Context: an optimization exercise on an open-source flow, tuned for small area, a short achievable clock period and few clock cycles. The choices shown serve that exercise and are no tape-out recipe.

==> flow/design.v <==
module codex32_cks (
    input  wire        clk,
    input  wire        rst,
    input  wire        cmd_valid,
    output wire        cmd_ready,
    input  wire [15:0] cmd_word,
    input  wire        cmd_empty,
    input  wire        in_valid,
    output wire        in_ready,
    input  wire [7:0]  in_data,
    input  wire        in_last,
    output wire        out_valid,
    input  wire        out_ready,
    output wire [7:0]  out_data,
    output wire        out_last,
    output wire [3:0]  out_status
);
    localparam [64:0] GS0 = 65'h19dc500ce73fde210;
    localparam [64:0] GS1 = 65'h1bfae00def77fe529;
    localparam [64:0] GS2 = 65'h1fbd920fffe7bee52;
    localparam [64:0] GS3 = 65'h1739640bdeee3fdad;
    localparam [64:0] GS4 = 65'h07729a039cfc75f5a;
    localparam [64:0] TS  = 65'h10ce0795c2fd1e62a;
    localparam [64:0] IS  = 65'h23181b3;
    localparam [64:0] IAS = 65'h11899c7f0c7127e48;    
    localparam [74:0] GL0 = 75'h3d59d273535ea62d897;
    localparam [74:0] GL1 = 75'h7a9becb6361c6c51507;
    localparam [74:0] GL2 = 75'h543f9b7e6c38d8a2a0e;
    localparam [74:0] GL3 = 75'h0c577eaeccf1990d13c;
    localparam [74:0] GL4 = 75'h1887f74f8dc71b10651;
    localparam [74:0] TL  = 75'h43381e570bf4798ab26;
    localparam [74:0] IL  = 75'h23181b3;
    localparam [74:0] IAL = 75'h6f4b3a330a74687026c;   
    localparam [1:0] OP_PMODS  = 2'd0;
    localparam [1:0] OP_PMODL  = 2'd1;
    localparam [1:0] OP_CKSUM  = 2'd2;
    localparam [1:0] OP_VERIFY = 2'd3;
    reg         cr;           
    reg         sv;           
    reg  [1:0]  s_op;
    reg         s_aug, s_ill, s_emp;
    reg         fr;           
    reg         ir;           
    reg         cur;          
    reg         fin;          
    reg         crd;          
    reg         pre;          
    reg         vok_r;
    reg  [1:0]  st_r;
    reg         efin;         
    reg         pv;           
    reg  [4:0]  psym;
    reg         pbig;         
    reg         plast;
    reg  [4:0]  sh;           
    reg  [1:0]  op;
    reg         aug;          
    reg         ill;
    reg         bad;
    reg  [6:0]  len;          
    reg  [64:0] res_s;
    reg  [74:0] res_l;
    reg         ov;           
    reg  [4:0]  od;           
    reg         olast;
    reg  [1:0]  ost;
    reg  [3:0]  nx;           
    reg         rlong;        
    reg         rone;         
    wire dec_legal = (cmd_word == 16'h4000) || (cmd_word == 16'h4001) ||
                     (cmd_word == 16'h5000) || (cmd_word == 16'h6000);
    wire [1:0] dec_op = cmd_word[13] ? OP_VERIFY :
                        cmd_word[12] ? OP_CKSUM  :
                        cmd_word[0]  ? OP_PMODL  : OP_PMODS;
    wire cmd_fire = cmd_valid && cr;
    wire start    = sv && fr;                 
    wire in_fire  = in_valid  && ir;
    wire out_fire = ov && out_ready;
    wire pe       = pv && cur;                
    wire [4:0]  slo    = psym & {5{pe & ~aug}};
    wire [4:0]  fs     = res_s[64:60] ^ sh;
    wire [4:0]  fl     = res_l[74:70] ^ sh;
    wire [64:0] step_s = {res_s[59:0], slo}
                       ^ (GS0 & {65{fs[0]}}) ^ (GS1 & {65{fs[1]}}) ^ (GS2 & {65{fs[2]}})
                       ^ (GS3 & {65{fs[3]}}) ^ (GS4 & {65{fs[4]}});
    wire [74:0] step_l = {res_l[69:0], slo}
                       ^ (GL0 & {75{fl[0]}}) ^ (GL1 & {75{fl[1]}}) ^ (GL2 & {75{fl[2]}})
                       ^ (GL3 & {75{fl[3]}}) ^ (GL4 & {75{fl[4]}});
    wire fin_go    = fin && !ov;
    wire fault     = ill | bad;
    wire vok       = !fault && (((len <= 7'd93) && res_s == TS) ||
                                (len[6] && len[5] && res_l == TL));
    wire nbad      = bad | pbig;
    wire k_long    = (op == OP_PMODL) || (aug && (len >= 7'd80));
    wire k_one     = ill || nbad || (op == OP_VERIFY);
    wire e_long    = !ill && (op == OP_PMODL);
    wire e_one     = ill || (op == OP_VERIFY);
    wire [4:0] tgt_l = ({5{nx == 4'd0}} & 5'd16)
                     | ({5{nx == 4'd1}} & 5'd25)
                     | ({5{nx == 4'd2}} & 5'd24)
                     | ({5{nx == 4'd3}} & 5'd3)
                     | ({5{nx == 4'd4}} & 5'd25)
                     | ({5{nx == 4'd5}} & 5'd11)
                     | ({5{nx == 4'd6}} & 5'd16)
                     | ({5{nx == 4'd7}} & 5'd23)
                     | ({5{nx == 4'd8}} & 5'd29)
                     | ({5{nx == 4'd9}} & 5'd3)
                     | ({5{nx == 4'd10}} & 5'd25)
                     | ({5{nx == 4'd11}} & 5'd17)
                     | ({5{nx == 4'd12}} & 5'd10)
                     | ({5{nx == 4'd13}} & 5'd25)
                     | ({5{nx == 4'd14}} & 5'd6);
    wire [4:0] tgt_s = ({5{nx == 4'd0}} & 5'd16)
                     | ({5{nx == 4'd1}} & 5'd25)
                     | ({5{nx == 4'd2}} & 5'd24)
                     | ({5{nx == 4'd3}} & 5'd3)
                     | ({5{nx == 4'd4}} & 5'd25)
                     | ({5{nx == 4'd5}} & 5'd11)
                     | ({5{nx == 4'd6}} & 5'd16)
                     | ({5{nx == 4'd7}} & 5'd23)
                     | ({5{nx == 4'd8}} & 5'd29)
                     | ({5{nx == 4'd9}} & 5'd3)
                     | ({5{nx == 4'd10}} & 5'd25)
                     | ({5{nx == 4'd11}} & 5'd17)
                     | ({5{nx == 4'd12}} & 5'd10);
    wire [4:0] tgt   = rlong ? tgt_l : tgt_s;
    wire [4:0] src_s = fin ? res_s[64:60] : res_s[59:55];
    wire [4:0] src_l = fin ? res_l[74:70] : res_l[69:65];
    wire [4:0] grp   = (rlong ? src_l : src_s) ^ (tgt & {5{aug}});
    wire       nlast = rlong ? (nx == 4'd14) : (nx == 4'd12);
    wire       adv   = out_fire && !olast;       
    wire       r_en  = pe || adv;
    wire       last_pe  = pe && plast;
    wire       ov_next  = fin_go || (ov && !(out_fire && olast));
    wire       early_fr = last_pe && k_one && !ov_next;
    wire       pv_next  = in_fire || (pv && !pe);
    wire       cur_next = (cur && !last_pe) || (start && !s_emp);
    wire       om       = (fin && !rone) || (ov && !olast);
    wire       ld       = fin_go || adv;         
    wire       clr      = nlast || (fin && rone);
    wire [4:0] od_new   = (fin && rone) ? {4'd0, vok_r} : grp;
    wire [4:0] psym_nx  = in_fire ? in_data[4:0] : psym;
    wire       aug_nx   = start ? s_aug : aug;
    wire [4:0] top_r    = rlong ? res_l[74:70] : res_s[64:60];
    wire [4:0] sec_r    = rlong ? res_l[69:65] : res_s[59:55];
    assign cmd_ready  = cr;
    assign in_ready   = ir;
    assign out_valid  = ov;
    assign out_data   = {3'b000, od};
    assign out_last   = olast;
    assign out_status = {2'b00, ost};
    always @(posedge clk) begin
        if (start) begin
            res_s <= s_aug ? IAS : IS;
            res_l <= s_aug ? IAL : IL;
        end else if (r_en) begin
            res_s <= step_s;
            res_l <= step_l;
        end
        if (!om)
            sh <= psym_nx & {5{aug_nx}};
        else if (adv)
            sh <= sec_r;
        else
            sh <= top_r;
        if (cmd_fire) begin
            s_op  <= dec_op;
            s_aug <= cmd_word[12];
            s_ill <= !dec_legal;
            s_emp <= cmd_empty;
        end
        if (start) begin
            op  <= s_op;
            aug <= s_aug;
            ill <= s_ill;
            bad <= 1'b0;
            len <= 7'd0;
        end else if (pe) begin
            bad <= nbad;
            if (!(len[6] & len[5]))
                len <= len + 7'd1;
        end
        if (in_fire) begin
            psym  <= in_data[4:0];
            pbig  <= |in_data[7:5];
            plast <= in_last;
        end
        if (last_pe) begin
            rlong <= k_long;
            rone  <= k_one;
        end else if (efin) begin
            rlong <= e_long;
            rone  <= e_one;
        end
        if (pre) begin
            vok_r <= vok;
            st_r  <= ill ? 2'd1 : (bad ? 2'd2 : 2'd0);
        end
        if (fin_go)
            ost <= rone ? st_r : 2'd0;    
        if (ld) begin
            od    <= od_new;
            olast <= clr;
        end
        if (rst) begin
            cr  <= 1'b1;
            sv  <= 1'b0;
            fr  <= 1'b1;
            ir  <= 1'b1;
            cur <= 1'b0;
            fin <= 1'b0;
            crd <= 1'b0;
            efin <= 1'b0;
            pre  <= 1'b0;
            pv  <= 1'b0;
            ov  <= 1'b0;
            nx  <= 4'd0;
        end else begin
            pv  <= pv_next;
            cur <= cur_next;
            ir  <= !pv_next || cur_next;
            efin <= start && s_emp;
            sv   <= (sv && !start) || cmd_fire;
            cr   <= !((sv && !start) || cmd_fire);
            pre <= (last_pe && k_one) || efin;
            fin <= (last_pe && !k_one) || pre || (fin && !fin_go);
            ov  <= ov_next;
            if (early_fr)
                crd <= 1'b1;
            else if (fin_go)
                crd <= 1'b0;
            if (early_fr || (fin_go && rone && !crd) || (adv && nlast))
                fr <= 1'b1;
            else if (start)
                fr <= 1'b0;
            if (ld)
                nx <= clr ? 4'd0 : nx + 4'd1;
        end
    end
endmodule
clock: 4.0 ns
lec_check: 0
cap_margin: 20
core_margin: 2
core_utilization: 60
setup_slack_margin: 1.8
slew_margin: 20
run.sh (not shown) runs the stock make flow with config.mk's settings and CLKGATE_MAP_FILE= SYNTH_SCRIPT=/design/flow/synth_recipe.tcl, a recipe that flattens the netlist after the stock synthesis.
The first run completed without violations.
Edit:
--- a/flow/design.v
+++ b/flow/design.v
@@ -42,13 +42,10 @@
     reg         fr;           
     reg         ir;           
     reg         cur;          
     reg         fin;          
     reg         crd;          
-    reg         pre;          
-    reg         vok_r;
-    reg  [1:0]  st_r;
     reg         efin;         
     reg         pv;           
     reg  [4:0]  psym;
     reg         pbig;         
     reg         plast;
@@ -136,11 +133,11 @@
     wire       pv_next  = in_fire || (pv && !pe);
     wire       cur_next = (cur && !last_pe) || (start && !s_emp);
     wire       om       = (fin && !rone) || (ov && !olast);
     wire       ld       = fin_go || adv;         
     wire       clr      = nlast || (fin && rone);
-    wire [4:0] od_new   = (fin && rone) ? {4'd0, vok_r} : grp;
+    wire [4:0] od_new   = (fin && rone) ? {4'd0, vok} : grp;
     wire [4:0] psym_nx  = in_fire ? in_data[4:0] : psym;
     wire       aug_nx   = start ? s_aug : aug;
     wire [4:0] top_r    = rlong ? res_l[74:70] : res_s[64:60];
     wire [4:0] sec_r    = rlong ? res_l[69:65] : res_s[59:55];
     assign cmd_ready  = cr;
@@ -190,16 +187,12 @@
             rone  <= k_one;
         end else if (efin) begin
             rlong <= e_long;
             rone  <= e_one;
         end
-        if (pre) begin
-            vok_r <= vok;
-            st_r  <= ill ? 2'd1 : (bad ? 2'd2 : 2'd0);
-        end
         if (fin_go)
-            ost <= rone ? st_r : 2'd0;    
+            ost <= ill ? 2'd1 : (bad ? 2'd2 : 2'd0);
         if (ld) begin
             od    <= od_new;
             olast <= clr;
         end
         if (rst) begin
@@ -209,23 +202,21 @@
             ir  <= 1'b1;
             cur <= 1'b0;
             fin <= 1'b0;
             crd <= 1'b0;
             efin <= 1'b0;
-            pre  <= 1'b0;
             pv  <= 1'b0;
             ov  <= 1'b0;
             nx  <= 4'd0;
         end else begin
             pv  <= pv_next;
             cur <= cur_next;
             ir  <= !pv_next || cur_next;
             efin <= start && s_emp;
             sv   <= (sv && !start) || cmd_fire;
             cr   <= !((sv && !start) || cmd_fire);
-            pre <= (last_pe && k_one) || efin;
-            fin <= (last_pe && !k_one) || pre || (fin && !fin_go);
+            fin <= last_pe || efin || (fin && !fin_go);
             ov  <= ov_next;
             if (early_fr)
                 crd <= 1'b1;
             else if (fin_go)
                 crd <= 1'b0;
Cell area drops by 1.6%.
Clock-buffer cell count rose by 7.
Synthesized area came out lower by 3.4%.
Non-clock buffer count grows by 8.
Core utilization is higher by 1.7 points.
Function was not checked in any run of this note: the RTL went through the layout flow alone.

==> static timing again, ports no longer ideal <==
Ports are ideal in the flow. The routed layouts listed here were re-timed in OpenROAD.
Step 1: set_driving_cell puts a clkbuf_16 on clk and a buf_2 on each other input, an assumption about the parent block.
Step 2 times the ports against the registers' clock, not the clock port: input delays grow and output delays shrink by t, the midpoint of the rising clock arrivals with the driver on.
Three values: no drivers, after step 1, after step 2; two values: the first two.
run | shift t [ns] | slack for setup (ns) | hold WS [ns] | worst setup path after step 2
the first run | 0.487 | 1.788 / 1.788 / 1.532 | 0.425 / 0.425 / 0.425 | input to register
the second run | 0.473 | 1.637 / 1.637 / 1.422 | 0.414 / 0.414 / 0.414 | input to register
After both steps every run listed still meets setup and hold. For the first run, which loses most, drivers alone change the setup slack by 0.000 ns; drivers and shift together by -0.256 ns.
